What follows belongs to an exercise in optimizing a design on an open flow for small area, a short achievable clock period and few clock cycles; a production flow would make more cautious choices. Only simulation tests tie the RTL to the original design; equivalence was not proved. Power figures rest on the tool's default switching activity, not on a simulated workload.

--- run.sh ---
#!/bin/bash
# synth_recipe.tcl (not shown) runs the flow's synth.tcl, then flattens the netlist and writes it again
# the make line also repeats each setting of config.mk as NAME=value (left out here)
make -C /OpenROAD-flow-scripts/flow DESIGN_CONFIG=/design/flow/config.mk WORK_HOME=/design/flow/orfs CLKGATE_MAP_FILE= SYNTH_SCRIPT=/design/flow/synth_recipe.tcl finish
--- config.mk ---
export PLATFORM = sky130hd
export DESIGN_NAME = crc16m
export DESIGN_NICKNAME = crc16m
export VERILOG_FILES = /design/flow/design.v
export SDC_FILE = /design/flow/constraint.sdc
export NUM_CORES = 4
export LEC_CHECK = 0
export CAP_MARGIN = 20
export CORE_MARGIN = 2
export CORE_UTILIZATION = 40
export PLACE_DENSITY = 0.6
export SLEW_MARGIN = 20
--- constraint.sdc ---
create_clock -name core_clock -period 7.0 [get_ports {clk}]
set_input_delay 1.4000 -clock core_clock [delete_from_list [all_inputs] [get_ports {clk}]]
set_output_delay 1.4000 -clock core_clock [all_outputs]
set_load 0.01 [all_outputs]
--- design.v ---
module crc16m (
    input  wire        clk,
    input  wire        rst,
    input  wire        bus_valid,
    input  wire        bus_write,
    input  wire [7:0]  bus_addr,
    input  wire [2:0]  bus_size,
    input  wire [31:0] bus_wdata,
    output wire        bus_ready,
    output reg  [31:0] bus_rdata,
    output wire        bus_err,
    input  wire        rx_valid,
    input  wire        rx_lerr,
    input  wire [7:0]  rx_data,
    output wire        rx_ready,
    output wire        tx_valid,
    output wire [7:0]  tx_data,
    input  wire        tx_ready,
    output wire        tx_busy,
    output wire        irq,
    output wire [22:0] linecfg
);
    localparam RXCAP = 64;
    localparam TXCAP = 32;
    localparam [31:0] ID_VALUE = 32'h43524D31;
    localparam [22:0] LINECFG_RESET = 23'h080060;
    localparam [1:0] M_IDLE = 2'd0, M_FIXED = 2'd1, M_HUNT = 2'd2, M_OPEN = 2'd3;
    localparam [7:0] A_ID = 8'h00, A_CAP = 8'h04, A_STATUS = 8'h08, A_IRQEN = 8'h0C,
                     A_CMD = 8'h10, A_CRC_DIN = 8'h14, A_CRC_VAL = 8'h18,
                     A_TX_DATA = 8'h1C, A_TX_RAW = 8'h20, A_TX_LVL = 8'h24,
                     A_TX_CRC = 8'h28, A_RX_DATA = 8'h2C, A_RX_PTR = 8'h30,
                     A_RX_CRC = 8'h34, A_RX_MODE = 8'h38, A_RX_DISC = 8'h3C,
                     A_LINECFG = 8'h40;
    function [15:0] crc_step;
        input [15:0] c;
        input [7:0]  b;
        integer k;
        reg [15:0] t;
        begin
            t = c ^ {8'h00, b};
            for (k = 0; k < 8; k = k + 1)
                t = t[0] ? ((t >> 1) ^ 16'hA001) : (t >> 1);
            crc_step = t;
        end
    endfunction
    function [15:0] mulx;
        input [15:0] v;
        begin
            mulx = v[0] ? ((v >> 1) ^ 16'hA001) : (v >> 1);
        end
    endfunction
    reg [15:0] crc;
    reg [15:0] tx_crc;
    reg [7:0]  txq [0:TXCAP-1];
    reg [4:0]  tx_head;
    reg [5:0]  tx_cnt;
    reg [7:0]  rxb [0:RXCAP-1];
    reg [5:0]  rx_head;
    reg [6:0]  rx_cnt;
    reg [15:0] rx_crc;        
    reg [1:0]  rx_mode;
    reg [6:0]  rx_len;        
    reg [15:0] rx_rd;
    reg [15:0] rx_disc;
    reg        st_rxdone, st_illcmd, st_txovf, st_rxovf, st_rxunx,
               st_rxlerr, st_rxcrcerr, st_rxunf, st_cfgerr;
    reg [15:0] irqen;
    reg [22:0] linecfg_r;
    reg [5:0]  rd_addr;       
    reg        fetch;         
    reg [7:0]  rx_b0;         
    reg [7:0]  rx_b1;         
    reg [15:0] hunt_d;        
    reg [15:0] hunt_e;
    assign bus_ready = !fetch;
    assign rx_ready  = 1'b1;
    assign tx_valid  = (tx_cnt != 6'd0);
    assign tx_data   = txq[tx_head];
    assign tx_busy   = (tx_cnt != 6'd0);
    assign linecfg   = linecfg_r;
    wire bus_fire = bus_valid && !fetch;
    wire rx_fire  = rx_valid;
    wire tx_fire  = tx_valid && tx_ready;
    wire [7:0] rd_byte = rxb[rd_addr];
    wire rx_valid_frame = (rx_cnt >= 7'd4) && (rx_crc == 16'h0000);
    wire [31:0] status = {
        9'd0, rx_cnt,
        st_cfgerr, st_rxunf, st_rxcrcerr, st_rxlerr,
        st_rxunx, st_rxovf, st_txovf, st_illcmd,
        2'b00,
        rx_valid_frame, st_rxdone, (rx_mode != M_IDLE),
        (tx_cnt == TXCAP), (tx_cnt == 6'd0), (crc == 16'h0000)
    };
    assign irq = |(status[15:0] & irqen);
    wire addr_ok = (bus_size == 3'd4) && (bus_addr[1:0] == 2'b00) && (bus_addr <= A_LINECFG);
    assign bus_err = !addr_ok;
    wire acc    = bus_fire && addr_ok;
    wire wr_acc = acc && bus_write;
    wire rd_acc = acc && !bus_write;
    wire rx_rd_in_range = (rx_rd < {9'd0, rx_cnt});
    always @(*) begin
        bus_rdata = 32'd0;
        if (addr_ok && !bus_write) begin
            case (bus_addr)
                A_ID:      bus_rdata = ID_VALUE;
                A_CAP:     bus_rdata = {TXCAP[15:0], RXCAP[15:0]};
                A_STATUS:  bus_rdata = status;
                A_IRQEN:   bus_rdata = {16'd0, irqen};
                A_CRC_VAL: bus_rdata = {16'd0, crc};
                A_TX_LVL:  bus_rdata = {26'd0, tx_cnt};
                A_TX_CRC:  bus_rdata = {16'd0, tx_crc};
                A_RX_DATA: bus_rdata = rx_rd_in_range ? {24'd0, rd_byte} : 32'd0;
                A_RX_PTR:  bus_rdata = {16'd0, rx_rd};
                A_RX_CRC:  bus_rdata = {16'd0, rx_crc};
                A_RX_MODE: bus_rdata = {9'd0, rx_len, 14'd0, rx_mode};
                A_RX_DISC: bus_rdata = {16'd0, rx_disc};
                A_LINECFG: bus_rdata = {9'd0, linecfg_r};
                default:   bus_rdata = 32'd0;
            endcase
        end
    end
    wire [7:0]  cmd_opc = bus_wdata[7:0];
    wire [7:0]  cmd_rsv = bus_wdata[15:8];
    wire [15:0] cmd_arg = bus_wdata[31:16];
    wire        cmd_len_ok = (cmd_arg >= 16'd4) && (cmd_arg <= RXCAP);
    wire        cmd_noarg  = (cmd_arg == 16'd0);
    reg         cmd_legal;
    always @(*) begin
        cmd_legal = 1'b0;
        if (cmd_rsv == 8'd0) begin
            case (cmd_opc)
                8'h00, 8'h01, 8'h10, 8'h11, 8'h22, 8'h23: cmd_legal = cmd_noarg;
                8'h20, 8'h21:                             cmd_legal = cmd_len_ok;
                default:                                  cmd_legal = 1'b0;
            endcase
        end
    end
    wire is_cmd    = wr_acc && (bus_addr == A_CMD);
    wire cmd_ok    = is_cmd && cmd_legal;
    wire do_arm    = cmd_ok && (cmd_opc == 8'h20 || cmd_opc == 8'h21 || cmd_opc == 8'h22);
    wire do_rxstop = cmd_ok && (cmd_opc == 8'h23);
    wire do_txend  = cmd_ok && (cmd_opc == 8'h10);
    wire do_txfl   = cmd_ok && (cmd_opc == 8'h11);
    wire do_crcini = cmd_ok && (cmd_opc == 8'h01);
    wire do_txpush = wr_acc && (bus_addr == A_TX_DATA || bus_addr == A_TX_RAW);
    wire lcfg_ok = (bus_wdata[19:16] == 4'd7 || bus_wdata[19:16] == 4'd8) &&
                   (bus_wdata[21:20] != 2'd3);
    reg [31:0] rom_de;
    always @(*) begin
        case (cmd_arg[6:0])
            7'd4: rom_de = 32'hC029E471;
            7'd5: rom_de = 32'hDE012424;
            7'd6: rom_de = 32'hC01F1B24;
            7'd7: rom_de = 32'hC8811B1B;
            7'd8: rom_de = 32'h60080B5B;
            7'd9: rom_de = 32'hC661FB4A;
            7'd10: rom_de = 32'hE807F77A;
            7'd11: rom_de = 32'hC2A9E376;
            7'd12: rom_de = 32'h7E02E662;
            7'd13: rom_de = 32'hC1FFE967;
            7'd14: rom_de = 32'h4081EAA8;
            7'd15: rom_de = 32'h6080BEEB;
            7'd16: rom_de = 32'hA0614FFE;
            7'd17: rom_de = 32'hE86180CE;
            7'd18: rom_de = 32'hE8299401;
            7'd19: rom_de = 32'hDE29C055;
            7'd20: rom_de = 32'hDE1F3F00;
            7'd21: rom_de = 32'hC89F003F;
            7'd22: rom_de = 32'h68881040;
            7'd23: rom_de = 32'h6668F011;
            7'd24: rom_de = 32'hEE670C30;
            7'd25: rom_de = 32'hEAAF140C;
            7'd26: rom_de = 32'h7CAA0514;
            7'd27: rom_de = 32'h7FFC0F05;
            7'd28: rom_de = 32'h417F03CF;
            7'd29: rom_de = 32'hE0005443;
            7'd30: rom_de = 32'h00E0F115;
            7'd31: rom_de = 32'h8801CF30;
            7'd32: rom_de = 32'hC04914CF;
            7'd33: rom_de = 32'hF6015454;
            7'd34: rom_de = 32'hC037FF55;
            7'd35: rom_de = 32'hD6813F3F;
            7'd36: rom_de = 32'h6016107F;
            7'd37: rom_de = 32'hCEE1E051;
            7'd38: rom_de = 32'h480EFC21;
            7'd39: rom_de = 32'hC4C9183C;
            7'd40: rom_de = 32'h56041118;
            7'd41: rom_de = 32'hC3570A11;
            7'd42: rom_de = 32'hFE820CCA;
            7'd43: rom_de = 32'h617E578C;
            7'd44: rom_de = 32'h20E1A556;
            7'd45: rom_de = 32'h48E03E25;
            7'd46: rom_de = 32'h8849DBFF;
            7'd47: rom_de = 32'hF649409B;
            7'd48: rom_de = 32'hF637AB01;
            7'd49: rom_de = 32'hD6B7C06A;
            7'd50: rom_de = 32'h76962F40;
            7'd51: rom_de = 32'h6EF6F02E;
            7'd52: rom_de = 32'h46EE1C70;
            7'd53: rom_de = 32'h4CC6E41D;
            7'd54: rom_de = 32'h52CC0924;
            7'd55: rom_de = 32'h55521B09;
            7'd56: rom_de = 32'hFDD406DB;
            7'd57: rom_de = 32'h5FFD5B46;
            7'd58: rom_de = 32'h819EF2DA;
            7'd59: rom_de = 32'hA8009B73;
            7'd60: rom_de = 32'h00A8E5DA;
            7'd61: rom_de = 32'hBE019B64;
            7'd62: rom_de = 32'hC07FEB9A;
            7'd63: rom_de = 32'hE0816B6B;
            7'd64: rom_de = 32'h6020EF2A;
            default: rom_de = 32'h00000000;
        endcase
    end
    wire        rx_byte    = rx_fire && !rx_lerr;
    wire [15:0] rx_crc_nx  = crc_step(rx_crc, rx_data);
    wire        rx_zero    = (rx_crc[15:8] == 8'h00) && (rx_data == rx_crc[7:0]);
    wire        win_last   = ({1'b0, rx_cnt[5:0]} + 7'd1 == rx_len);
    wire        rx_append  = rx_byte && (rx_mode == M_FIXED || rx_mode == M_HUNT ||
                                         (rx_mode == M_OPEN && rx_cnt != RXCAP));
    wire        hunt_last  = rx_byte && rx_mode == M_HUNT && win_last;
    wire        hunt_drop  = hunt_last && !rx_zero;
    reg  [15:0] drop_g;
    reg  [15:0] drop_c;
    integer j;
    always @(*) begin
        drop_g = hunt_d;
        drop_c = hunt_e;
        for (j = 7; j >= 0; j = j - 1) begin
            if (rx_b0[j])
                drop_c = drop_c ^ drop_g;
            drop_g = mulx(drop_g);
        end
    end
    wire [5:0] rx_tail = rx_head + rx_cnt[5:0];
    wire [4:0] tx_tail  = tx_head + tx_cnt[4:0];
    wire [4:0] tx_tail1 = tx_tail + 5'd1;
    wire       tx_room1 = (tx_cnt != TXCAP);
    wire       tx_room2 = (tx_cnt <= TXCAP - 2);
    wire       tx_w1    = (do_txpush && tx_room1) || (do_txend && tx_room2);
    wire       tx_w2    = do_txend && tx_room2;
    wire [7:0] tx_wd_e  = do_txend ? (tx_tail[0] ? tx_crc[15:8] : tx_crc[7:0]) : bus_wdata[7:0];
    wire [7:0] tx_wd_o  = do_txend ? (tx_tail[0] ? tx_crc[7:0] : tx_crc[15:8]) : bus_wdata[7:0];
    integer i;
    always @(posedge clk) begin
        for (i = 0; i < TXCAP; i = i + 1)
            if ((tx_w1 && tx_tail == i) || (tx_w2 && tx_tail1 == i))
                txq[i] <= (i % 2 == 0) ? tx_wd_e : tx_wd_o;
    end
    always @(posedge clk) begin
        if (rx_append)
            rxb[rx_tail] <= rx_data;
    end
    wire rd_data = rd_acc && bus_addr == A_RX_DATA;
    wire rd_inc  = rd_data && rx_rd_in_range;
    reg [15:0] rx_rd_n;
    reg [5:0]  rx_head_n;
    always @(*) begin
        rx_rd_n   = rx_rd;
        rx_head_n = rx_head;
        if (hunt_drop)
            rx_head_n = rx_head + 6'd1;
        if (rd_inc)
            rx_rd_n = rx_rd + 16'd1;
        if (wr_acc && bus_addr == A_RX_PTR)
            rx_rd_n = bus_wdata[15:0];
        if (do_arm) begin
            rx_rd_n   = 16'd0;
            rx_head_n = 6'd0;
        end
    end
    always @(posedge clk) begin
        if (rst) begin
            rx_head <= 6'd0;
            rx_rd   <= 16'd0;
            rd_addr <= 6'd0;
            fetch   <= 1'b0;
        end else begin
            rx_head <= rx_head_n;
            rx_rd   <= rx_rd_n;
            fetch   <= hunt_drop;
            rd_addr <= rx_head_n + (hunt_drop ? 6'd1 : rx_rd_n[5:0]);
        end
    end
    always @(posedge clk) begin
        if (hunt_drop)
            rx_b0 <= fetch ? rd_byte : rx_b1;
        else if (rx_append && rx_cnt == 7'd0)
            rx_b0 <= rx_data;
        if (fetch)
            rx_b1 <= rd_byte;
        else if (rx_append && rx_cnt == 7'd1)
            rx_b1 <= rx_data;
        if (do_arm) begin
            hunt_d <= rom_de[31:16];
            hunt_e <= rom_de[15:0];
        end
    end
    always @(posedge clk) begin
        if (rst) begin
            crc         <= 16'hFFFF;
            tx_crc      <= 16'hFFFF;
            tx_head     <= 5'd0;
            tx_cnt      <= 6'd0;
            rx_cnt      <= 7'd0;
            rx_crc      <= 16'hFFFF;
            rx_mode     <= M_IDLE;
            rx_len      <= 7'd0;
            rx_disc     <= 16'd0;
            st_rxdone   <= 1'b0;
            st_illcmd   <= 1'b0;
            st_txovf    <= 1'b0;
            st_rxovf    <= 1'b0;
            st_rxunx    <= 1'b0;
            st_rxlerr   <= 1'b0;
            st_rxcrcerr <= 1'b0;
            st_rxunf    <= 1'b0;
            st_cfgerr   <= 1'b0;
            irqen       <= 16'd0;
            linecfg_r   <= LINECFG_RESET;
        end else begin
            if (tx_fire) begin
                tx_head <= tx_head + 5'd1;
                tx_cnt  <= tx_cnt - 6'd1;
            end
            if (rx_fire) begin
                if (rx_lerr) begin
                    st_rxlerr <= 1'b1;
                end else begin
                    case (rx_mode)
                        M_IDLE: st_rxunx <= 1'b1;
                        M_FIXED: begin
                            rx_cnt <= rx_cnt + 7'd1;
                            rx_crc <= rx_crc_nx;
                            if (win_last) begin
                                rx_mode   <= M_IDLE;
                                st_rxdone <= 1'b1;
                                if (!rx_zero)
                                    st_rxcrcerr <= 1'b1;
                            end
                        end
                        M_HUNT: begin
                            if (win_last) begin
                                if (rx_zero) begin
                                    rx_cnt    <= rx_cnt + 7'd1;
                                    rx_crc    <= rx_crc_nx;
                                    rx_mode   <= M_IDLE;
                                    st_rxdone <= 1'b1;
                                end else begin
                                    if (rx_disc != 16'hFFFF)
                                        rx_disc <= rx_disc + 16'd1;
                                    rx_crc <= rx_crc_nx ^ drop_c;
                                end
                            end else begin
                                rx_cnt <= rx_cnt + 7'd1;
                                rx_crc <= rx_crc_nx;
                            end
                        end
                        M_OPEN: begin
                            if (rx_cnt != RXCAP) begin
                                rx_cnt <= rx_cnt + 7'd1;
                                rx_crc <= rx_crc_nx;
                            end else begin
                                st_rxovf <= 1'b1;
                            end
                        end
                    endcase
                end
            end
            if (rd_data && !rx_rd_in_range)
                st_rxunf <= 1'b1;
            if (wr_acc) begin
                case (bus_addr)
                    A_STATUS: begin
                        if (bus_wdata[4])  st_rxdone   <= 1'b0;
                        if (bus_wdata[8])  st_illcmd   <= 1'b0;
                        if (bus_wdata[9])  st_txovf    <= 1'b0;
                        if (bus_wdata[10]) st_rxovf    <= 1'b0;
                        if (bus_wdata[11]) st_rxunx    <= 1'b0;
                        if (bus_wdata[12]) st_rxlerr   <= 1'b0;
                        if (bus_wdata[13]) st_rxcrcerr <= 1'b0;
                        if (bus_wdata[14]) st_rxunf    <= 1'b0;
                        if (bus_wdata[15]) st_cfgerr   <= 1'b0;
                    end
                    A_IRQEN:   irqen <= bus_wdata[15:0] & 16'hFF32;
                    A_CRC_DIN: crc   <= crc_step(crc, bus_wdata[7:0]);
                    A_TX_DATA: begin
                        if (tx_room1) begin
                            tx_cnt <= tx_cnt + 6'd1;
                            tx_crc <= crc_step(tx_crc, bus_wdata[7:0]);
                        end else begin
                            st_txovf <= 1'b1;
                        end
                    end
                    A_TX_RAW: begin
                        if (tx_room1)
                            tx_cnt <= tx_cnt + 6'd1;
                        else
                            st_txovf <= 1'b1;
                    end
                    A_LINECFG: begin
                        if (lcfg_ok)
                            linecfg_r <= bus_wdata[22:0];
                        else
                            st_cfgerr <= 1'b1;
                    end
                    A_CMD: begin
                        if (!cmd_legal)
                            st_illcmd <= 1'b1;
                        if (do_crcini)
                            crc <= 16'hFFFF;
                        if (do_txend) begin
                            if (tx_room2) begin
                                tx_cnt <= tx_cnt + 6'd2;
                                tx_crc <= 16'hFFFF;
                            end else begin
                                st_txovf <= 1'b1;
                            end
                        end
                        if (do_txfl) begin
                            tx_cnt  <= 6'd0;
                            tx_crc  <= 16'hFFFF;
                        end
                        if (do_arm) begin
                            rx_cnt    <= 7'd0;
                            rx_crc    <= 16'hFFFF;
                            rx_disc   <= 16'd0;
                            st_rxdone <= 1'b0;
                            rx_len    <= (cmd_opc == 8'h22) ? 7'd0 : cmd_arg[6:0];
                            rx_mode   <= (cmd_opc == 8'h20) ? M_FIXED :
                                         (cmd_opc == 8'h21) ? M_HUNT : M_OPEN;
                        end
                        if (do_rxstop)
                            rx_mode <= M_IDLE;
                    end
                    default: ;
                endcase
            end
        end
    end
endmodule
==> impl_metrics.csv, run 1 <==
group,metric,value,unit
outcome,status,"finished clean",
layout,post-route-util,0.460,
pwr,intPower,9.99,mW
timing,slew_viol_final,0,
synth,synth_cell_types,87,
drt,drt_iter0_drc,4602,
drt,ant_nets,0,
layout,final_cell_mix,"edfxtp_1 (816), nand2_1 (389), nor2_1 (304)",
timing,fin_crit_sh,0.888,
cts,cts_root_buf,"clkbuf_16",
timing,hold_violations,0,
floorplanning,pin_count,127,
synth,syn-cell-area,47000,sq um
timing,finalSetupViolCount,0,
pwr,leakage,17.1,nW
critical_path,worstSetupPathType,"in -> out",
cts,cts_made_buffers,102,
drt,firstDrtPassIters,9,
global_routing,antenna_found_initial,5,
drt,avgRoutedWirePerCell,27.3,um
pwr,switchingPower,3.36,mW
pwr,swShare,0.251,
synth,synth.avg_cell_area,12.5,sq um
cts,path_clk_slew,0.06,ns
timing,slew_headroom,0.228,
pwr,p_per_area,250,nW/um^2
floorplanning,fp.dieW,347,um
pwr,power.total,13.4,mW
critical_path,r2r_slack,1.85,ns
drt,wl,149000,um
critical_path,endpoint_kind,"output pin",
min_path,min_path_type,"reg -> reg",
timing,skew,0.0332,ns
layout,syn_to_final_growth,13.7,%
floorplanning,coreArea,116000,sq um
cts,cts_resized,0,
pwr,peakVddDrop,177,uV
synth,post_synth_inst_count,3753,
synth,synth_seq_cells,979,
critical_path,cp_max_fo,13,
critical_path,cp.arrival,4.82,ns
layout,layout.nets,3979,
cts,cts-hold-fix-buffers,0,
timing,finalCriticalPeriod,6.22,ns
timing,max_freq,161,MHz
layout,drive_above_1_share,0.126,
cts,h-tree-depth,3,
placement,place_area,50100,sq um
floorplanning,row_count,125,
placement,port_buffers,119,
global_routing,grt_pass1_vias,31400,
synth,yosys_warnings,2,
pwr,clkPwrFrac,0.408,
timing,setup_tns,0,ns
cts,postCtsSetupBuffers,0,
timing,rsz0062_at_grt,"no",
drt,drc_errors,0,
placement,gp_congestion,0.978,
drt,detailroute.via_count,33300,
floorplanning,die_h,347,um
global_routing,grt_max_degree,66,
placement,dp_hpwl,102000,um
floorplanning,initial_utilization,0.404,
global_routing,grt_overflow,0,
cts,cts.sink_count,979,
critical_path,crit_required,5.60,ns
critical_path,cp-start-kind,"primary input",
global_routing,grt.total_usage,0.241,
drt,viasPerCell,6.10,
synth,ys_seq_area_frac,0.590,
cts,cts_buffer_depth,3,
pwr,combinationalPowerShare,0.112,
cts,clkLatencyLatePin,0.70,ns
synth,async_flop_share,0,
cts,cts_tree,"done",
synth,synth_top_flop_cell,"edfxtp_1",
timing,max_slew.worst_pin.slew,1.16,ns
global_routing,grt_pass1_wl,217000,um
run,drv_cap,0,
layout,final_common_cell,"edfxtp_1",
pwr,pwr-share-seq,0.479,
layout,fin_area,53500,sq um
floorplanning,dieArea,120000,sq um
synth,synth_edf_count,816,
-- cells by family after synthesis --
logic type               after synthesis  synth area share
AO/OA/AOI/OAI                        823             0.119
XOR/XNOR                             246            0.0497
adder cells (fa/ha/maj)               72            0.0196
buffers and inverters                333            0.0280
flip-flops                           979             0.590
multiplexers                         202            0.0857
other                                  2          0.000160
AND/OR/NAND/NOR                     1096             0.107
-- through the flow --
stage	setup WS [ns]	cells	hold slack, ns
finish	0.783	5463	0.474
floorplan	1.48	3758	0.444
global placement	0.458	5267	0.464
detailed placement	0.904	5268	0.468
global route	0.747	5461	0.498
CTS	0.903	5460	0.478
-- power by group through the flow --
stage	Clock (mW)	Combinational (mW)	Sequential, mW
final	5.45	1.50	6.40
after global routing	5.77	1.60	6.40
after CTS	5.52	1.47	6.40
after detailed placement	0	1.47	6.52
after global placement	0	1.46	6.52
after floorplan	0	0.906	6.48
-- critical path, stage by stage --
cell and delay [ns]:
clkdlybuf4s50_1 0.65, or4_1 0.75, nor2b_2 0.57, buf_4 0.32, a222oi_1 0.08, and3_1 0.18
a31oi_1 0.25, clkdlybuf4s50_1 0.59
-- worst paths after layout --
| check | cells past startpoint | start | end |
|---|---|---|---|
| worst max register to register | 16 | rx_cnt[0] | flop |
| worst max-delay path | 8 | bus_addr[2] | bus_rdata[4] |
| worst min register to register | 2 | linecfg_r[19] | linecfg_r[19] |
| worst min-delay path | 2 | linecfg_r[19] | linecfg_r[19] |
-- final cells by class --
type	count	area [sq um]
antenna	2	5.00
multi-input combinational	2446	18000
clock buffer	122	2680
clock inverter	70	676
fill	10500	62900
sequential	979	27800
inverter	71	267
tap	1524	1910
timing repair buffer	249	2160
-- flip-flops by register name (all words and copies together), names as in the netlist, 2 cells and up, named ones only --
signal	cells
crc	16
tx_crc	16
rx_b0	8
tx_cnt	6
rx_crc	16
hunt_e	16
rx_mode	2
txq	256
irqen	11
rx_disc	16
rx_cnt	7
rx_head	6
rxb	512
rx_b1	8
rx_len	7
tx_head	5
rx_rd	16
hunt_d	16
linecfg_r	23
-- cells in the mapped netlist (35+ instances only) --
cell	number	share of area
edfxtp_1	816	0.52
nand2_1	389	0.031
nor2_1	304	0.024
clkbuf_1	198	0.016
a21oi_1	197	0.021
xnor2_1	172	0.032
dfxtp_1	163	0.069
mux4_2	160	0.077
o21ai_0	141	0.015
a22oi_1	86	0.014
nand3_1	84	0.0089
nor3_1	79	0.0084
ha_1	69	0.018
inv_1	69	0.0055
xor2_1	61	0.011
a31oi_1	55	0.0073
a221oi_1	53	0.0099
a222oi_1	39	0.0083
a22o_1	39	0.0073
buf_1	37	0.0030
mux2i_1	35	0.0074
-- routing by layer --
metal  vias up  share of wire  global-route usage
met5         -        0.00010                   0
met4         2          0.034              0.0757
met3       298          0.090              0.0441
met2      1772           0.46               0.378
met1     16600           0.42               0.341
li1      14600              -                   -
Testbench counts, summed over its fixed seeds: cycles 20,467.
==> run 2, diff against run 1 <==
--- a/design.v
+++ b/design.v
@@ -66,7 +66,8 @@
                st_rxlerr, st_rxcrcerr, st_rxunf, st_cfgerr;
     reg [15:0] irqen;
     reg [22:0] linecfg_r;
-    reg [5:0]  rd_addr;       
+    reg [7:0]  rd_q;          
+    reg        rd_ok;         
     reg        fetch;         
     reg [7:0]  rx_b0;         
     reg [7:0]  rx_b1;         
@@ -81,7 +82,6 @@
     wire bus_fire = bus_valid && !fetch;
     wire rx_fire  = rx_valid;
     wire tx_fire  = tx_valid && tx_ready;
-    wire [7:0] rd_byte = rxb[rd_addr];
     wire rx_valid_frame = (rx_cnt >= 7'd4) && (rx_crc == 16'h0000);
     wire [31:0] status = {
         9'd0, rx_cnt,
@@ -97,7 +97,7 @@
     wire acc    = bus_fire && addr_ok;
     wire wr_acc = acc && bus_write;
     wire rd_acc = acc && !bus_write;
-    wire rx_rd_in_range = (rx_rd < {9'd0, rx_cnt});
+    wire rx_rd_in_range = rd_ok;
     always @(*) begin
         bus_rdata = 32'd0;
         if (addr_ok && !bus_write) begin
@@ -109,7 +109,7 @@
                 A_CRC_VAL: bus_rdata = {16'd0, crc};
                 A_TX_LVL:  bus_rdata = {26'd0, tx_cnt};
                 A_TX_CRC:  bus_rdata = {16'd0, tx_crc};
-                A_RX_DATA: bus_rdata = rx_rd_in_range ? {24'd0, rd_byte} : 32'd0;
+                A_RX_DATA: bus_rdata = rx_rd_in_range ? {24'd0, rd_q} : 32'd0;
                 A_RX_PTR:  bus_rdata = {16'd0, rx_rd};
                 A_RX_CRC:  bus_rdata = {16'd0, rx_crc};
                 A_RX_MODE: bus_rdata = {9'd0, rx_len, 14'd0, rx_mode};
@@ -145,73 +145,6 @@
     wire do_txpush = wr_acc && (bus_addr == A_TX_DATA || bus_addr == A_TX_RAW);
     wire lcfg_ok = (bus_wdata[19:16] == 4'd7 || bus_wdata[19:16] == 4'd8) &&
                    (bus_wdata[21:20] != 2'd3);
-    reg [31:0] rom_de;
-    always @(*) begin
-        case (cmd_arg[6:0])
-            7'd4: rom_de = 32'hC029E471;
-            7'd5: rom_de = 32'hDE012424;
-            7'd6: rom_de = 32'hC01F1B24;
-            7'd7: rom_de = 32'hC8811B1B;
-            7'd8: rom_de = 32'h60080B5B;
-            7'd9: rom_de = 32'hC661FB4A;
-            7'd10: rom_de = 32'hE807F77A;
-            7'd11: rom_de = 32'hC2A9E376;
-            7'd12: rom_de = 32'h7E02E662;
-            7'd13: rom_de = 32'hC1FFE967;
-            7'd14: rom_de = 32'h4081EAA8;
-            7'd15: rom_de = 32'h6080BEEB;
-            7'd16: rom_de = 32'hA0614FFE;
-            7'd17: rom_de = 32'hE86180CE;
-            7'd18: rom_de = 32'hE8299401;
-            7'd19: rom_de = 32'hDE29C055;
-            7'd20: rom_de = 32'hDE1F3F00;
-            7'd21: rom_de = 32'hC89F003F;
-            7'd22: rom_de = 32'h68881040;
-            7'd23: rom_de = 32'h6668F011;
-            7'd24: rom_de = 32'hEE670C30;
-            7'd25: rom_de = 32'hEAAF140C;
-            7'd26: rom_de = 32'h7CAA0514;
-            7'd27: rom_de = 32'h7FFC0F05;
-            7'd28: rom_de = 32'h417F03CF;
-            7'd29: rom_de = 32'hE0005443;
-            7'd30: rom_de = 32'h00E0F115;
-            7'd31: rom_de = 32'h8801CF30;
-            7'd32: rom_de = 32'hC04914CF;
-            7'd33: rom_de = 32'hF6015454;
-            7'd34: rom_de = 32'hC037FF55;
-            7'd35: rom_de = 32'hD6813F3F;
-            7'd36: rom_de = 32'h6016107F;
-            7'd37: rom_de = 32'hCEE1E051;
-            7'd38: rom_de = 32'h480EFC21;
-            7'd39: rom_de = 32'hC4C9183C;
-            7'd40: rom_de = 32'h56041118;
-            7'd41: rom_de = 32'hC3570A11;
-            7'd42: rom_de = 32'hFE820CCA;
-            7'd43: rom_de = 32'h617E578C;
-            7'd44: rom_de = 32'h20E1A556;
-            7'd45: rom_de = 32'h48E03E25;
-            7'd46: rom_de = 32'h8849DBFF;
-            7'd47: rom_de = 32'hF649409B;
-            7'd48: rom_de = 32'hF637AB01;
-            7'd49: rom_de = 32'hD6B7C06A;
-            7'd50: rom_de = 32'h76962F40;
-            7'd51: rom_de = 32'h6EF6F02E;
-            7'd52: rom_de = 32'h46EE1C70;
-            7'd53: rom_de = 32'h4CC6E41D;
-            7'd54: rom_de = 32'h52CC0924;
-            7'd55: rom_de = 32'h55521B09;
-            7'd56: rom_de = 32'hFDD406DB;
-            7'd57: rom_de = 32'h5FFD5B46;
-            7'd58: rom_de = 32'h819EF2DA;
-            7'd59: rom_de = 32'hA8009B73;
-            7'd60: rom_de = 32'h00A8E5DA;
-            7'd61: rom_de = 32'hBE019B64;
-            7'd62: rom_de = 32'hC07FEB9A;
-            7'd63: rom_de = 32'hE0816B6B;
-            7'd64: rom_de = 32'h6020EF2A;
-            default: rom_de = 32'h00000000;
-        endcase
-    end
     wire        rx_byte    = rx_fire && !rx_lerr;
     wire [15:0] rx_crc_nx  = crc_step(rx_crc, rx_data);
     wire        rx_zero    = (rx_crc[15:8] == 8'h00) && (rx_data == rx_crc[7:0]);
@@ -233,6 +166,8 @@
         end
     end
     wire [5:0] rx_tail = rx_head + rx_cnt[5:0];
+    wire [6:0] rx_cnt_n = do_arm ? 7'd0 :
+                          (rx_append && !hunt_drop) ? rx_cnt + 7'd1 : rx_cnt;
     wire [4:0] tx_tail  = tx_head + tx_cnt[4:0];
     wire [4:0] tx_tail1 = tx_tail + 5'd1;
     wire       tx_room1 = (tx_cnt != TXCAP);
@@ -261,7 +196,7 @@
         if (hunt_drop)
             rx_head_n = rx_head + 6'd1;
         if (rd_inc)
-            rx_rd_n = rx_rd + 16'd1;
+            rx_rd_n = {9'd0, rx_rd[6:0] + 7'd1};    
         if (wr_acc && bus_addr == A_RX_PTR)
             rx_rd_n = bus_wdata[15:0];
         if (do_arm) begin
@@ -269,31 +204,36 @@
             rx_head_n = 6'd0;
         end
     end
+    wire [5:0] rd_addr_n = rx_head_n + (hunt_drop ? 6'd1 : rx_rd_n[5:0]);
     always @(posedge clk) begin
         if (rst) begin
             rx_head <= 6'd0;
             rx_rd   <= 16'd0;
-            rd_addr <= 6'd0;
+            rd_ok   <= 1'b0;
             fetch   <= 1'b0;
         end else begin
             rx_head <= rx_head_n;
             rx_rd   <= rx_rd_n;
+            rd_ok   <= (rx_rd_n < {9'd0, rx_cnt_n});
             fetch   <= hunt_drop;
-            rd_addr <= rx_head_n + (hunt_drop ? 6'd1 : rx_rd_n[5:0]);
         end
+        rd_q <= (rx_append && rx_tail == rd_addr_n) ? rx_data : rxb[rd_addr_n];
     end
     always @(posedge clk) begin
         if (hunt_drop)
-            rx_b0 <= fetch ? rd_byte : rx_b1;
+            rx_b0 <= fetch ? rd_q : rx_b1;
         else if (rx_append && rx_cnt == 7'd0)
             rx_b0 <= rx_data;
         if (fetch)
-            rx_b1 <= rd_byte;
+            rx_b1 <= rd_q;
         else if (rx_append && rx_cnt == 7'd1)
             rx_b1 <= rx_data;
         if (do_arm) begin
-            hunt_d <= rom_de[31:16];
-            hunt_e <= rom_de[15:0];
+            hunt_d <= 16'hA001;             
+            hunt_e <= 16'hBF40;             
+        end else if (rx_append && !win_last) begin
+            hunt_d <= crc_step(hunt_d, 8'h00);
+            hunt_e <= crc_step(hunt_e, 8'h00);
         end
     end
     always @(posedge clk) begin
--- a/config.mk
+++ b/config.mk
@@ -9,4 +9,5 @@
 export CORE_MARGIN = 2
 export CORE_UTILIZATION = 40
 export PLACE_DENSITY = 0.6
+export SETUP_SLACK_MARGIN = 2.5
 export SLEW_MARGIN = 20
==> run 2 against run 1 <==
Net effect:
- highest routed layer is now met4
- sequential power is essentially flat
- cell area shrank 1.2%
- first-iteration DRC count shrank 16%
==> impl_metrics.csv, run 2 <==
group,metric,value,unit
global_routing,grt_pass1_wl,200000,um
critical_path,endpoint_kind,"output pin",
critical_path,cp-start-kind,"flop",
timing,max_slew.worst_pin.slew,1.15,ns
timing,finalCriticalPeriod,4.88,ns
layout,final_cell_mix,"edfxtp_1 (784), nand2_1 (282), nor2_1 (273)",
min_path,min_path_type,"reg -> reg",
timing,fin_crit_sh,0.698,
timing,finalSetupViolCount,0,
global_routing,grt_overflow,0,
synth,synth.most_common_cell,"edfxtp_1",
pwr,peakVddDrop,210,uV
placement,port_buffers,119,
synth,synth_top_flop_cell,"edfxtp_1",
drt,wl,139000,um
run,drv_cap,0,
synth,syn-cell-area,44400,sq um
critical_path,crit_required,5.60,ns
critical_path,worstSetupPathType,"reg -> out",
timing,slew_headroom,0.231,
synth,yosys_warnings,2,
synth,synth_top_area_share,0.531,
placement,gp_congestion,0.978,
drt,drt_iter0_drc,3862,
synth,synthTopCellsByCount,"edfxtp_1 (784), nor2_1 (320), nand2_1 (313)",
drt,viasPerCell,5.89,
timing,max_freq,205,MHz
cts,cts_root_buf,"clkbuf_16",
synth,synth_cell_types,82,
cts,cts_made_buffers,98,
synth,post_synth_inst_count,3317,
drt,drc_errors,0,
synth,synth.avg_cell_area,13.4,sq um
placement,dp_hpwl,90000,um
timing,hold_violations,0,
drt,ant_nets,0,
timing,setup_tns,0,ns
pwr,p_per_area,245,nW/um^2
synth,synth_seq_cells,980,
synth,synth_area_leaders,"edfxtp_1 (53%), dfxtp_1 (8.8%), mux4_2 (8.1%)",
layout,layout.nets,3645,
critical_path,cp_cell_sequence,"buf_12, buf_12, buf_16, mux4_2, mux4_2, a22oi_2, nand2_2, nand2_2, a31oi_4, buf_6",
cts,cts_tree,"done",
timing,slew_viol_final,0,
layout,largest_register_ffs,512,
layout,drive_above_1_share,0.209,
layout,post-route-util,0.479,
floorplanning,pin_count,127,
layout,final_common_cell,"edfxtp_1",
cts,path_clk_slew,0.06,ns
timing,rsz0062_at_grt,"yes",
synth,async_flop_share,0,
global_routing,grt_max_degree,67,
drt,detailroute.via_count,30000,
floorplanning,initial_utilization,0.402,
floorplanning,coreArea,110000,sq um
synth,synth_edf_count,784,
global_routing,grt.total_usage,0.240,
global_routing,antenna_found_initial,2,
drt,firstDrtPassIters,8,
pwr,leakage,17.0,nW
cts,cts_buffer_depth,3,
cts,clkLatencyLatePin,0.70,ns
synth,ys_seq_area_frac,0.619,
critical_path,cp.arrival,3.48,ns
floorplanning,dieArea,114000,sq um
layout,syn_to_final_growth,19.2,%
critical_path,cp_max_fo,7,
layout,regMostFlops,"rxb",
critical_path,cpPeakStageDelay,0.55,ns
critical_path,slowest_stage,"mux4_2",
floorplanning,die_h,337,um
cts,cts.sink_count,980,
synth,synth_top_area_cell,"edfxtp_1",
floorplanning,fp.dieW,337,um
cts,h-tree-depth,3,
outcome,status,"finished clean",
drt,avgRoutedWirePerCell,27.3,um
global_routing,grt_pass1_vias,28500,
timing,skew,0.0342,ns
floorplanning,row_count,122,
layout,reg_top3,"rxb: 512 flops, txq: 256 flops, linecfg_r: 23 flops",
run 2: metrics by stage:
step                power [mW]  setup WS (ns)  hold WS, ns  instances  cell area [sq um]
finish                    13.0           2.12        0.493       5099              52900
global route              13.3           2.09        0.511       5099              52900
CTS                       12.9           2.09        0.479       5064              52200
detailed placement        7.63          0.942        0.468       4819              47300
global placement          7.64           1.03        0.464       4819              47300
floorplan                 7.11           2.40        0.448       3322              44400
run 2: cell families after synthesis:
family,count (synthesis),synth area share
compound gates,594,0.0937
xor+xnor,289,0.0586
fa+ha+maj,51,0.0149
buf+inv,244,0.0225
flops,980,0.619
mux,226,0.0962
other cells,2,0.000169
simple gates,931,0.0946
run 2: path summary, 6_finish.rpt:
check / slack [ns] / depth (start not counted) / start / end
hold / removal: 0.49 / 2 / irqen[13] / irqen[13]
setup reg to reg: 2.62 / 18 / fetch / flop
setup / recovery: 2.12 / 10 / flop / bus_rdata[6]
hold reg to reg: 0.49 / 2 / irqen[13] / irqen[13]
run 2: per-layer routing:
layer  GRT usage  up-vias  share of wire  routed length, um
met3      0.0473      311          0.085              11800
met1       0.321    15200           0.40              55700
met5           0        -              0                  0
li1            -    13100              -                  -
met4      0.0822        0          0.039               5410
met2       0.390     1474           0.48              66300
run 2: final cells by class:
cell class	instances	area, sq um
Tap cell	1488	1860
Timing Repair Buffer	309	3060
Fill cell	9606	57500
Antenna cell	1	2.50
Clock inverter	52	526
Inverter	49	190
Multi-Input combinational cell	2098	17100
Sequential cell	980	27500
Clock buffer	122	2640
run 2: critical path, delay by kind of cell, from the launching register on:
kind | cells | cell delay [ns]
muxes | 2 | 1.07
buffers and inverters | 4 | 0.60
AOI/OAI and AO/OA | 2 | 0.40
DFF | 1 | 0.36
and+or+nand+nor | 2 | 0.33
run 2: where the power goes:
group / switching (mW) / internal [mW]
combinational: 0.897 / 0.455
sequential: 0.0700 / 6.30
clock: 2.31 / 2.94
total: 3.27 / 9.69
run 2: timing repair:
item                                    CTS  global route
gates cloned                             10             2
gates resized for setup                 375           100
hold buffers                              0             0
buffers inserted                         61            32
pin swaps                                78            60
endpoints found under the setup margin  554           232
Testbench counts of run 2, summed over its fixed seeds: cycles 20,467.
==> run 3, diff against run 2 <==
--- a/config.mk
+++ b/config.mk
@@ -7,7 +7,7 @@
 export LEC_CHECK = 0
 export CAP_MARGIN = 20
 export CORE_MARGIN = 2
-export CORE_UTILIZATION = 40
-export PLACE_DENSITY = 0.6
+export CORE_UTILIZATION = 60
+export PLACE_DENSITY = 0.75
 export SETUP_SLACK_MARGIN = 2.5
 export SLEW_MARGIN = 20
==> run 3 against run 2 <==
Net effect:
- via count up 4.9%
- hold slack better by 0.0095 ns
- maximum frequency down 2.7%
- sequential power about the same
- clock skew up 0.047 ns
- cell area down 1.7%
- setup slack worse by 0.13 ns
- power down 0.25%
- utilization up 23 points
- synthesized cell count unchanged
- critical endpoint is now bus_rdata[3]
==> impl_metrics.csv, run 3 <==
group,metric,value,unit
drt,drt_iter0_drc,4657,
synth,async_flop_share,0,
pwr,intPower,9.69,mW
pwr,combinationalPowerShare,0.099,
pwr,p_per_area,249,nW/um^2
timing,finalSetupViolCount,0,
synth,synthXorXnorAreaFrac,0.0586,
synth,yosys_warnings,2,
layout,fillers,4732,
cts,clkLatencyLatePin,0.71,ns
placement,place_area,46600,sq um
critical_path,endpoint_kind,"output pin",
pwr,clkPwrFrac,0.408,
floorplanning,coreArea,73100,sq um
cts,h-tree-depth,3,
drt,viasPerCell,6.93,
cts,cts_tree,"done",
synth,synth_edf_count,784,
pwr,switchingPower,3.24,mW
global_routing,grt_pass1_vias,30100,
synth,synthAdderAreaFrac,0.0149,
layout,syn_to_final_growth,17.2,%
timing,max_slew.worst_pin.slew,1.15,ns
layout,layout.nets,3614,
layout,regArea,27500,sq um
cts,path_clk_slew,0.06,ns
synth,synth_top_area_share,0.531,
cts,cts_made_buffers,96,
cts,cts_root_buf,"clkbuf_16",
layout,largest_register_ffs,512,
layout,final_cell_mix,"edfxtp_1 (784), nand2_1 (284), nor2_1 (268)",
synth,post_synth_inst_count,3317,
timing,slew_headroom,0.232,
timing,fin_crit_sh,0.717,
critical_path,crit_required,5.60,ns
synth,synth_compound_area_frac,0.0937,
global_routing,grt.total_usage,0.373,
global_routing,grt_max_degree,67,
critical_path,slowest_stage,"mux4_2",
synth,synth_top_family_by_area,"multiplexers",
placement,gp_congestion,1.06,
cts,cts_buffer_depth,3,
synth,synth_top_flop_cell,"edfxtp_1",
run,drv_cap,0,
drt,avgRoutedWirePerCell,31.4,um
floorplanning,initial_utilization,0.607,
synth,synth_area_leaders,"edfxtp_1 (53%), dfxtp_1 (8.8%), mux4_2 (8.1%)",
timing,skew,0.0812,ns
global_routing,grt_pass1_wl,204000,um
timing,finalCriticalPeriod,5.02,ns
timing,rsz0062_at_grt,"yes",
critical_path,cp_max_fo,7,
layout,reg_top3,"rxb: 512 flops, txq: 256 flops, linecfg_r: 23 flops",
pwr,power.total,12.9,mW
floorplanning,fp.dieW,276,um
floorplanning,die_h,276,um
drt,detailroute.via_count,31500,
critical_path,cp-start-kind,"flop",
critical_path,cp.arrival,3.62,ns
drt,firstDrtPassIters,19,
layout,multi_input_area,17100,sq um
synth,synth.most_common_cell,"edfxtp_1",
critical_path,worstSetupPathType,"reg -> out",
synth,syn-cell-area,44400,sq um
placement,dp_slack,1.07,ns
layout,regMostFlops,"rxb",
min_path,min_path_type,"reg -> reg",
synth,synth_top_area_cell,"edfxtp_1",
cts,cts.sink_count,980,
floorplanning,pin_count,127,
timing,slew_viol_final,0,
timing,setup_tns,0,ns
layout,drive_above_1_share,0.199,
drt,ant_nets,0,
synth,synth.area.mux_share,0.0962,
layout,fin_area,52000,sq um
global_routing,grt_overflow,0,
floorplanning,row_count,99,
timing,max_freq,199,MHz
pwr,peakVddDrop,357,uV
global_routing,antenna_found_initial,1,
drt,drc_errors,0,
critical_path,cpPeakStageDelay,0.57,ns
timing,hold_violations,0,
layout,final_common_cell,"edfxtp_1",
pwr,leakage,16.9,nW
synth,synth_seq_cells,980,
floorplanning,dieArea,76100,sq um
synth,synth.avg_cell_area,13.4,sq um
synth,synthTopCellsByCount,"edfxtp_1 (784), nor2_1 (320), nand2_1 (313)",
synth,ys_seq_area_frac,0.619,
synth,yosys.area_share.simple,0.0946,
drt,wl,143000,um
outcome,status,"finished clean",
timing,layout_setup_ws,1.98,ns
pwr,swShare,0.251,
critical_path,cp_cell_sequence,"buf_12, buf_16, buf_16, mux4_2, mux4_2, a22oi_2, nand2_2, nand2_2, a41oi_2, buf_2",
synth,synth_cell_types,82,
pwr,pwr-share-seq,0.493,
placement,dp_hpwl,90200,um
placement,port_buffers,119,
## run 3: layout make-up
class	count	area share
multi-input cells	2099	0.329
clock inverters	63	0.0130
repair buffers	279	0.0531
flip-flops and latches	980	0.529
clock buffers	117	0.0485
inverters	49	0.00354
diodes	2	0.0000963
well taps	959	0.0231
## run 3: cells by family (layout without fill, tap and decap cells)
| family | count (synthesis) | count (layout) |
|---|---|---|
| compound gates | 594 | 594 |
| xor+xnor | 289 | 289 |
| fa+ha+maj | 51 | 51 |
| buf+inv | 244 | 508 |
| flops | 980 | 980 |
| mux | 226 | 226 |
| other cells | 2 | 9 |
| simple gates | 931 | 932 |
## run 3: worst paths after layout
check,start,to,cells past startpoint,slack [ns]
worst max-delay path,flop,bus_rdata[3],10,1.98
worst min-delay path,irqen[14],irqen[14],2,0.50
worst max register to register,rx_cnt[1],flop,16,2.65
worst min register to register,irqen[14],irqen[14],2,0.50
## run 3: power groups by stage
stage               combinational [mW]  sequential (mW)  clock (mW)
floorplan                        0.660             6.45           0
global placement                  1.06             6.48           0
detailed placement                1.08             6.48           0
CTS                               1.20             6.37        5.26
global route                      1.34             6.37        5.52
finish                            1.28             6.38        5.28
## run 3: metrics by stage
step,util,std cells,hold WS (ns)
3_5_place_dp,0.638,4284,0.487
4_1_cts,0.706,4527,0.497
3_3_place_gp,0.637,4283,0.485
2_1_floorplan,-,3322,0.448
6_report,0.711,4548,0.502
5_1_grt,0.711,4546,0.521
## run 3: per-layer routing
metal  part of all wire  wire length (um)  up-vias  track usage
li1                   -                 -    13100            -
met1               0.37             52500    15700        0.510
met2               0.47             66700     2260        0.585
met3               0.11             15800      489       0.0744
met4              0.056              8000        0        0.172
met5                  0                 0        -            0
## run 3: worst max-delay path, delay by kind of cell, from the launching register on
kind / cells / cell delay (ns)
mux: 2 / 1.13
buf+inv: 4 / 0.61
compound gates: 2 / 0.46
flops: 1 / 0.39
simple gates: 2 / 0.31
## run 3: repair_timing
| item | 4_1_cts | 5_1_grt |
|---|---|---|
| pin swaps | 81 | 39 |
| hold buffers | 0 | 0 |
| setup buffers | 54 | 17 |
| gates cloned | 9 | 2 |
| endpoints found under the setup margin | 295 | 180 |
| resized for setup | 365 | 80 |
==> run 4, diff against run 3 <==
==> flow/run.sh (new file) <==
#!/bin/bash
# Standard layout, except that the port buffers are buf_2 cells rather than
# the default (a slow delay-buffer cell that the resizer cannot swap out).
set -o pipefail
echo 'export BUFFER_PORTS_ARGS = -buffer_cell sky130_fd_sc_hd__buf_2' >> config.mk
export BUFFER_PORTS_ARGS="-buffer_cell sky130_fd_sc_hd__buf_2"
bash standard.sh 2>&1 | tee standard.log
==> standard.sh (new file) <==
#!/bin/bash
# synth_recipe.tcl (not shown) runs the flow's synth.tcl, then flattens the netlist and writes it again
# the make line also repeats each setting of config.mk as NAME=value (left out here)
make -C /OpenROAD-flow-scripts/flow DESIGN_CONFIG=/design/flow/config.mk WORK_HOME=/design/flow/orfs CLKGATE_MAP_FILE= SYNTH_SCRIPT=/design/flow/synth_recipe.tcl "${@:-finish}"
--- a/config.mk
+++ b/config.mk
@@ -7,7 +7,8 @@
 export LEC_CHECK = 0
 export CAP_MARGIN = 20
 export CORE_MARGIN = 2
-export CORE_UTILIZATION = 60
-export PLACE_DENSITY = 0.75
+export CORE_UTILIZATION = 40
+export PLACE_DENSITY = 0.6
 export SETUP_SLACK_MARGIN = 2.5
 export SLEW_MARGIN = 20
+export BUFFER_PORTS_ARGS = -buffer_cell sky130_fd_sc_hd__buf_2
removed: run.sh
==> run 4 against run 3 <==
Net effect:
- sequential share of layout area rose by 0.064 points
- clock power grew 4%
- sequential power barely moved
- synthesized cell count unchanged
- clock skew fell by 0.027 ns
- combinational power hardly changed
- maximum frequency is 0.20% higher
- cell area shrank 0.12%
- via count fell by 4.6%
==> impl_metrics.csv, run 4 <==
group,metric,value,unit
critical_path,r2r_cells,11,
floorplanning,initial_utilization,0.402,
layout,largest_register_ffs,512,
cts,h-tree-depth,3,
cts,cts_tree,"done",
global_routing,antenna_found_initial,2,
global_routing,grt_pass1_wl,199000,um
drt,drc_errors,0,
critical_path,r2r-start,"tx_head[0]",
drt,viasPerCell,5.95,
timing,max_slew.worst_pin.slew,1.29,ns
synth,synth_top_area_cell,"edfxtp_1",
timing,slew_headroom,0.142,
synth,synth_cell_types,82,
outcome,status,"finished clean",
layout,final_common_cell,"edfxtp_1",
global_routing,grt_overflow,0,
timing,hold_violations,0,
cts,cts.sink_count,980,
synth,async_flop_share,0,
synth,synth_edf_count,784,
pwr,power.total,13.1,mW
cts,cts_root_buf,"clkbuf_16",
layout,regMostFlops,"rxb",
layout,drive_above_1_share,0.209,
cts,path_clk_slew,0.06,ns
critical_path,crit_required,5.60,ns
run,drv_cap,0,
layout,antenna_cells,0,
min_path,whs_endpoint,"irqen[4]",
synth,post_synth_inst_count,3317,
synth,synth_area_leaders,"edfxtp_1 (53%), dfxtp_1 (8.8%), mux4_2 (8.1%)",
pwr,p_per_area,253,nW/um^2
pwr,intPower,9.86,mW
cts,cts_buffer_depth,3,
pwr,clkPwrFrac,0.418,
critical_path,endpoint_kind,"output pin",
synth,synthTopCellsByCount,"edfxtp_1 (784), nor2_1 (320), nand2_1 (313)",
timing,max_freq,200,MHz
drt,wl,139000,um
pwr,combinationalPowerShare,0.096,
placement,dp.cells,4804,
timing,setup_tns,0,ns
layout,finalNonFillerCells,5052,
cts,clkLatencyLatePin,0.73,ns
min_path,hold_start,"irqen[4]",
layout,reg_top3,"rxb: 512 flops, txq: 256 flops, linecfg_r: 23 flops",
placement,gp_congestion,0.977,
min_path,hold_path_depth,2,
layout,fin_area,51900,sq um
floorplanning,fp.dieW,337,um
layout,layout.nets,3590,
pwr,swShare,0.249,
synth,synth_top_flop_cell,"edfxtp_1",
placement,port_buffers,119,
layout,syn_to_final_growth,17.0,%
pwr,leakage,16.7,nW
critical_path,r2r-end,"txq[25][1]",
drt,firstDrtPassIters,9,
critical_path,r2r_slack,2.55,ns
floorplanning,coreArea,110000,sq um
min_path,min_path_type,"reg -> reg",
timing,finalCriticalPeriod,5.01,ns
critical_path,cp.arrival,3.61,ns
synth,syn-cell-area,44400,sq um
pwr,peakVddDrop,190,uV
timing,rsz0062_at_grt,"yes",
drt,avgRoutedWirePerCell,27.5,um
drt,detailroute.via_count,30100,
synth,synth_seq_cells,980,
critical_path,cp-start-kind,"flop",
drt,drt_iter0_drc,3875,
placement,place_area,46600,sq um
timing,holdWs,0.484,ns
critical_path,cp_max_fo,7,
synth,synth_top_area_share,0.531,
layout,final_cell_mix,"edfxtp_1 (784), nand2_1 (287), nor2_1 (276)",
timing,slew_viol_final,0,
critical_path,worstSetupPathType,"reg -> out",
global_routing,grt_max_degree,67,
synth,synth.avg_cell_area,13.4,sq um
floorplanning,dieArea,114000,sq um
global_routing,grt.total_usage,0.239,
global_routing,grt_pass1_vias,28500,
floorplanning,row_count,122,
placement,dp_hpwl,90400,um
floorplanning,pin_count,127,
pwr,switchingPower,3.26,mW
drt,ant_nets,0,
synth,synth.most_common_cell,"edfxtp_1",
floorplanning,die_h,337,um
synth,ys_seq_area_frac,0.619,
pwr,pwr-share-seq,0.486,
timing,fin_crit_sh,0.715,
synth,yosys_warnings,2,
timing,skew,0.0545,ns
timing,finalSetupViolCount,0,
cts,cts_made_buffers,100,
## run 4: changes by cell type in the layout (fill, tap and decap cells not counted), sizes merged
cell / before / now
buf: 180 / 244
bufbuf: 3 / 2
bufinv: 10 / 13
clkbuf: 131 / 127
clkdlybuf4s15: 3 / 0
clkdlybuf4s50: 64 / 0
clkinv: 45 / 41
diode: 2 / 0
dlygate4sd2: 8 / 0
dlymetal6s2s: 7 / 0
inv: 54 / 55
## run 4: power groups by stage
stage | Combinational (mW) | Clock [mW] | Sequential, mW
5_1_grt | 1.34 | 5.75 | 6.38
4_1_cts | 1.19 | 5.53 | 6.37
3_3_place_gp | 1.08 | 0 | 6.49
6_report | 1.26 | 5.48 | 6.38
2_1_floorplan | 0.660 | 0 | 6.45
3_5_place_dp | 1.08 | 0 | 6.49
## run 4: critical path, stage by stage, from the launching register on
cell and delay (ns):
dfxtp_4 0.40, buf_12 0.18, buf_12 0.12, buf_16 0.14
mux4_2 0.55, mux4_2 0.51, a22oi_2 0.32, nand2_2 0.20
nand2_2 0.14, a41oi_2 0.13, buf_2 0.18
## run 4: final cells by class
cell class,instances,area [sq um]
tap,1488,1860
sequential,980,27500
clock buffer,122,2640
fill,9651,58500
timing repair buffer,251,2150
multi-input combinational,2099,16900
inverter,49,184
clock inverter,63,704
## run 4: per-layer routing
metal | share of wire | wire length [um] | track usage
met1 | 0.40 | 56000 | 0.326
met2 | 0.46 | 64400 | 0.377
met4 | 0.044 | 6110 | 0.0945
met5 | 0.00011 | 16 | 0
met3 | 0.091 | 12700 | 0.0478
## run 4: cells by family (layout without fill, tap and decap cells)
group,after synthesis,in the layout,synth area share
flops,980,980,0.619
buf+inv,244,485,0.0225
fa+ha+maj,51,51,0.0149
simple gates,931,932,0.0946
other cells,2,7,0.000169
mux,226,226,0.0962
compound gates,594,594,0.0937
xor+xnor,289,289,0.0586
## run 4: stage by stage
stage,worst slack (ns),util
after detailed placement,1.59,0.422
after floorplan,2.40,-
after CTS,2.03,0.465
after global routing,1.99,0.470
final,1.99,0.470
after global placement,1.54,0.422
## run 4: worst max-delay path by stage
stage	start	end	cells after the start	slack, ns
CTS	flop	bus_rdata[1]	9	2.03
finish	flop	bus_rdata[5]	10	1.99
floorplan	bus_wdata[3]	flop	18	2.40
detailed placement	bus_wdata[4]	txq[14][4]	10	1.59
global route	flop	bus_rdata[1]	10	1.99
global placement	bus_wdata[4]	txq[1][5]	10	1.54
## run 4: timing repair
item | CTS | global route
gates cloned | 11 | 3
pin swaps | 56 | 58
resized for setup | 183 | 76
setup endpoints to repair | 143 | 204
hold buffers | 0 | 0
buffers inserted | 30 | 19
==> run 5, diff against run 4 <==
--- a/config.mk
+++ b/config.mk
@@ -8,6 +8,8 @@
 export CAP_MARGIN = 20
 export CORE_MARGIN = 2
 export CORE_UTILIZATION = 40
+export CTS_CLUSTER_DIAMETER = 100
+export CTS_CLUSTER_SIZE = 20
 export PLACE_DENSITY = 0.6
 export SETUP_SLACK_MARGIN = 2.5
 export SLEW_MARGIN = 20
==> run 5 against run 4 <==
Net effect:
- first-iteration DRC count down 0.39%
- cell count down 1.9%
- maximum frequency up 1.6%
- synthesized area unchanged
==> impl_metrics.csv, run 5 <==
group,metric,value,unit
outcome,status,"finished clean",
global_routing,grt_pass1_wl,197000,um
floorplanning,coreArea,110000,sq um
synth,post_synth_inst_count,3317,
global_routing,grt_overflow,0,
global_routing,grtUsageMet2,0.377,
synth,syn-cell-area,44400,sq um
drt,wl,138000,um
timing,rsz0062_at_grt,"yes",
cts,cts_made_buffers,55,
pwr,p_per_area,220,nW/um^2
synth,async_flop_share,0,
timing,skew,0.0390,ns
layout,reg_top3,"rxb: 512 flops, txq: 256 flops, linecfg_r: 23 flops",
timing,fin_crit_sh,0.704,
drt,drt_iter0_drc,3860,
critical_path,cp_max_fo,11,
synth,synth_cell_types,82,
cts,cts_tree,"done",
synth,synth_top_area_share,0.531,
floorplanning,die_h,337,um
timing,max_freq,203,MHz
global_routing,grt.total_usage,0.237,
timing,layout_setup_ws,2.07,ns
global_routing,met3_usage,0.0443,
synth,synth.most_common_cell,"edfxtp_1",
layout,layout.nets,3546,
floorplanning,dieArea,114000,sq um
global_routing,grt_pass1_vias,28000,
synth,ys_seq_area_frac,0.619,
floorplanning,row_count,122,
global_routing,antenna_found_initial,4,
timing,hold_violations,0,
layout,regMostFlops,"rxb",
drt,viasPerCell,5.98,
placement,dp_hpwl,90400,um
critical_path,endpoint_kind,"output pin",
timing,slew_viol_final,0,
pwr,peakVddDrop,183,uV
drt,firstDrtPassIters,8,
critical_path,r2r_cells,18,
drt,detailroute.via_count,29700,
critical_path,crit_required,5.60,ns
layout,syn_to_final_growth,13.2,%
critical_path,cp.arrival,3.53,ns
min_path,min_path_type,"reg -> reg",
layout,final_cell_mix,"edfxtp_1 (784), nand2_1 (285), nor2_1 (275)",
synth,synth.avg_cell_area,13.4,sq um
cts,cts_buffer_depth,3,
cts,path_clk_slew,0.09,ns
synth,synth_seq_cells,980,
cts,h-tree-depth,2,
synth,synth_edf_count,784,
synth,yosys_warnings,2,
min_path,hold_path_depth,2,
floorplanning,pin_count,127,
cts,cts_root_buf,"clkbuf_16",
layout,antenna_cells,0,
placement,place_area,46600,sq um
timing,max_slew.worst_pin.slew,1.08,ns
critical_path,r2r-start,"fetch",
min_path,whs_endpoint,"irqen[4]",
timing,finalSetupViolCount,0,
placement,port_buffers,119,
timing,slew_headroom,0.280,
run,drv_cap,0,
placement,gp_congestion,0.977,
drt,drc_errors,0,
layout,final_common_cell,"edfxtp_1",
synth,synth_top_flop_cell,"edfxtp_1",
drt,ant_nets,0,
drt,avgRoutedWirePerCell,27.8,um
timing,finalCriticalPeriod,4.93,ns
cts,clkLatencyLatePin,0.69,ns
floorplanning,fp.dieW,337,um
synth,synthTopCellsByCount,"edfxtp_1 (784), nor2_1 (320), nand2_1 (313)",
cts,cts.sink_count,980,
min_path,hold_start,"irqen[4]",
pwr,leakage,15.8,nW
layout,drive_above_1_share,0.194,
layout,fin_area,50200,sq um
layout,largest_register_ffs,512,
floorplanning,initial_utilization,0.402,
placement,dp_slack,1.59,ns
global_routing,grt_max_degree,67,
timing,setup_tns,0,ns
synth,synth_area_leaders,"edfxtp_1 (53%), dfxtp_1 (8.8%), mux4_2 (8.1%)",
critical_path,r2r_slack,2.75,ns
global_routing,grt-busiest-layer,"met2",
critical_path,cp-start-kind,"flop",
critical_path,worstSetupPathType,"reg -> out",
global_routing,use_met1,0.323,
synth,synth_top_area_cell,"edfxtp_1",
-- run 5: worst max-delay path by stage --
stage	depth (start not counted)	end	startpoint	slack (ns)
floorplan	18	flop	bus_wdata[3]	2.40
global placement	10	txq[1][5]	bus_wdata[4]	1.54
detailed placement	10	txq[14][4]	bus_wdata[4]	1.59
CTS	10	bus_rdata[5]	flop	2.06
global route	11	bus_rdata[0]	flop	2.06
finish	10	bus_rdata[7]	flop	2.07
-- run 5: worst max-delay path, cell delays in order, from the launching register on --
cell     delay, ns
dfxtp_4       0.38
buf_12        0.15
buf_4         0.14
buf_16        0.17
mux4_2        0.55
mux4_2        0.49
a22oi_2       0.31
nand2_2       0.20
nand2_2       0.12
a31oi_1       0.14
buf_2         0.19
-- run 5: logic make-up after synthesis --
kind of cell	count (synthesis)	synth area share
other cells	2	0.000169
compound gates	594	0.0937
fa+ha+maj	51	0.0149
xor+xnor	289	0.0586
flops	980	0.619
simple gates	931	0.0946
buf+inv	244	0.0225
mux	226	0.0962
-- run 5: per-stage QoR --
step	power [mW]	hold WS, ns	util	std cells
floorplan	7.11	0.448	-	3322
global placement	7.57	0.463	0.422	4804
detailed placement	7.57	0.469	0.422	4804
CTS	11.0	0.482	0.450	4941
global route	11.3	0.509	0.455	4958
finish	11.0	0.491	0.455	4958
-- run 5: final cells by class --
cell class | count | area, sq um
Clock buffer | 87 | 1550
Clock inverter | 3 | 46.3
Fill cell | 9827 | 60200
Inverter | 49 | 184
Multi-Input combinational cell | 2099 | 16900
Sequential cell | 980 | 27500
Tap cell | 1488 | 1860
Timing Repair Buffer | 252 | 2190
-- run 5: routing by layer --
| layer | wire length (um) | share of wire |
|---|---|---|
| met3 | 12000 | 0.087 |
| met1 | 55500 | 0.40 |
| met4 | 5700 | 0.041 |
| met5 | 9 | 0.000065 |
| met2 | 64700 | 0.47 |
-- run 5: power by group --
group / switching (mW) / internal [mW]
clock network: 1.91 / 1.53
registers: 0.0769 / 6.29
logic: 0.855 / 0.372
total: 2.84 / 8.19
-- run 5: repair_timing --
item	in CTS	in global routing
pin swaps	55	48
setup buffers	34	13
resized for setup	187	84
setup endpoints to repair	144	204
hold buffers	0	0
cloned	13	3
==> run 6, diff against run 5 <==
--- a/config.mk
+++ b/config.mk
@@ -9,7 +9,7 @@
 export CORE_MARGIN = 2
 export CORE_UTILIZATION = 40
 export CTS_CLUSTER_DIAMETER = 100
-export CTS_CLUSTER_SIZE = 20
+export CTS_CLUSTER_SIZE = 16
 export PLACE_DENSITY = 0.6
 export SETUP_SLACK_MARGIN = 2.5
 export SLEW_MARGIN = 20
==> run 6 against run 5 <==
Net effect:
- still clean
- first-iteration DRC count down 0.62%
- hold slack worse by 0.0034 ns
- clock skew decreased by 0.0080 ns
- maximum frequency rose by 0.99%
- via count increased by 1.1%
- count of clock-buffer cells in the layout grew 10
- die area unchanged
- cell area increased by 1.5%
- cell count grew 0.56%
- combinational power barely moved
- critical endpoint is now bus_rdata[5]
==> impl_metrics.csv, run 6 <==
group,metric,value,unit
synth,synth_top_flop_cell,"edfxtp_1",
cts,cts_root_buf,"clkbuf_16",
global_routing,grt_max_degree,67,
synth,syn-cell-area,44400,sq um
critical_path,cp.arrival,3.48,ns
floorplanning,dieArea,114000,sq um
layout,final_common_cell,"edfxtp_1",
pwr,power.total,11.6,mW
cts,cts_made_buffers,71,
pwr,leakage,16.2,nW
layout,reg_top3,"rxb: 512 flops, txq: 256 flops, linecfg_r: 23 flops",
placement,dp_hpwl,90400,um
timing,holdWs,0.487,ns
drt,drt_iter0_drc,3836,
layout,largest_register_ffs,512,
synth,ys_seq_area_frac,0.619,
layout,syn_to_final_growth,14.8,%
timing,fin_crit_sh,0.697,
min_path,min_path_type,"reg -> reg",
timing,finalSetupViolCount,0,
synth,synth.avg_cell_area,13.4,sq um
synth,synth_seq_cells,980,
cts,h-tree-depth,3,
placement,port_buffers,119,
synth,synthTopCellsByCount,"edfxtp_1 (784), nor2_1 (320), nand2_1 (313)",
pwr,p_per_area,227,nW/um^2
cts,clkLatencyLatePin,0.66,ns
placement,gp_congestion,0.977,
global_routing,grt_pass1_wl,199000,um
critical_path,cp_max_fo,5,
critical_path,cp-start-kind,"flop",
timing,setup_tns,0,ns
drt,drc_errors,0,
synth,post_synth_inst_count,3317,
run,drv_cap,0,
timing,finalCriticalPeriod,4.88,ns
synth,synth_top_area_cell,"edfxtp_1",
layout,regMostFlops,"rxb",
timing,skew,0.0311,ns
synth,synth_cell_types,82,
layout,layout.nets,3575,
drt,detailroute.via_count,30000,
floorplanning,fp.dieW,337,um
global_routing,grt.total_usage,0.240,
floorplanning,coreArea,110000,sq um
timing,hold_violations,0,
synth,synth_top_area_share,0.531,
synth,synth_edf_count,784,
timing,slew_headroom,0.277,
global_routing,antenna_found_initial,2,
drt,firstDrtPassIters,9,
synth,synth.most_common_cell,"edfxtp_1",
cts,path_clk_slew,0.08,ns
global_routing,grt_pass1_vias,28200,
drt,wl,139000,um
critical_path,endpoint_kind,"output pin",
cts,cts_tree,"done",
critical_path,worstSetupPathType,"reg -> out",
pwr,peakVddDrop,221,uV
global_routing,grt_overflow,0,
layout,final_cell_mix,"edfxtp_1 (784), nand2_1 (284), nor2_1 (273)",
drt,avgRoutedWirePerCell,27.8,um
layout,drive_above_1_share,0.206,
cts,cts.sink_count,980,
critical_path,crit_required,5.60,ns
synth,synth_area_leaders,"edfxtp_1 (53%), dfxtp_1 (8.8%), mux4_2 (8.1%)",
drt,ant_nets,0,
outcome,status,"finished clean",
synth,async_flop_share,0,
floorplanning,die_h,337,um
floorplanning,row_count,122,
synth,yosys_warnings,2,
timing,slew_viol_final,0,
timing,max_slew.worst_pin.slew,1.08,ns
drt,viasPerCell,6.02,
cts,cts_buffer_depth,3,
timing,max_freq,205,MHz
floorplanning,pin_count,127,
timing,rsz0062_at_grt,"yes",
floorplanning,initial_utilization,0.402,
[run 6: area by class of cell]
type                    instances  area [sq um]
flip-flops and latches        980         27500
well taps                    1488          1860
multi-input cells            2099         17000
diodes                          1          2.50
clock inverters                 7          97.6
repair buffers                265          2350
clock buffers                  97          1930
inverters                      49           184
fillers                      9737         59400
[run 6: critical path, stage by stage (launching register included)]
cell     delay (ns)
dfxtp_4        0.39
buf_12         0.17
buf_6          0.13
buf_16         0.12
mux4_2         0.52
mux4_2         0.56
a22oi_2        0.26
nand2_2        0.20
nand2_2        0.14
a41oi_2        0.14
buf_2          0.17
[run 6: timing repair]
item,4_1_cts,5_1_grt
pin swaps,72,51
gates resized for setup,212,81
hold buffers,0,0
endpoints found under the setup margin,156,210
gates cloned,16,1
setup buffers,42,17
[run 6: final timing paths]
check           start           end  slack [ns]  cells after the start
min          irqen[1]      irqen[1]        0.49                      2
max              flop  bus_rdata[5]        2.12                     10
min reg2reg  irqen[1]      irqen[1]        0.49                      2
max reg2reg     fetch          flop        2.72                     18
[run 6: cell families (layout without fill, tap and decap cells)]
kind of cell	Yosys count	after routing	share of synthesized area
flops	980	980	0.619
simple gates	931	932	0.0946
compound gates	594	594	0.0937
xor+xnor	289	289	0.0586
buf+inv	244	418	0.0225
mux	226	226	0.0962
fa+ha+maj	51	51	0.0149
other cells	2	8	0.000169
[run 6: stage by stage]
stage	area [sq um]	utilization	worst slack, ns	std cells
floorplan	44400	-	2.40	3322
detailed placement	46600	0.422	1.59	4804
finish	50900	0.462	2.12	4986
CTS	50400	0.456	2.16	4966
global route	50900	0.462	2.08	4985
global placement	46600	0.422	1.54	4804
[run 6: layer usage]
layer / routed length [um] / track usage / share of wire / vias to the layer above
li1: - / - / - / 12900
met1: 55400 / 0.324 / 0.40 / 15100
met2: 64900 / 0.382 / 0.47 / 1620
met3: 12700 / 0.0464 / 0.091 / 301
met4: 5640 / 0.0918 / 0.041 / 0
met5: 0 / 0 / 0 / -
[run 6: power by group]
group          internal, mW  switching [mW]  leakage [nW]
clock                  1.94            2.02         0.980
sequential             6.29          0.0770          8.63
combinational         0.381           0.869          6.55
total                  8.61            2.97          16.2

Check on run 6: ideal ports give 2.119 ns setup slack; a clkbuf_16 on the clock port and buf_2 on the inputs give 2.045 ns; moving port delays by the midpoint clock arrival (0.724 ns) as well gives 1.881 ns.
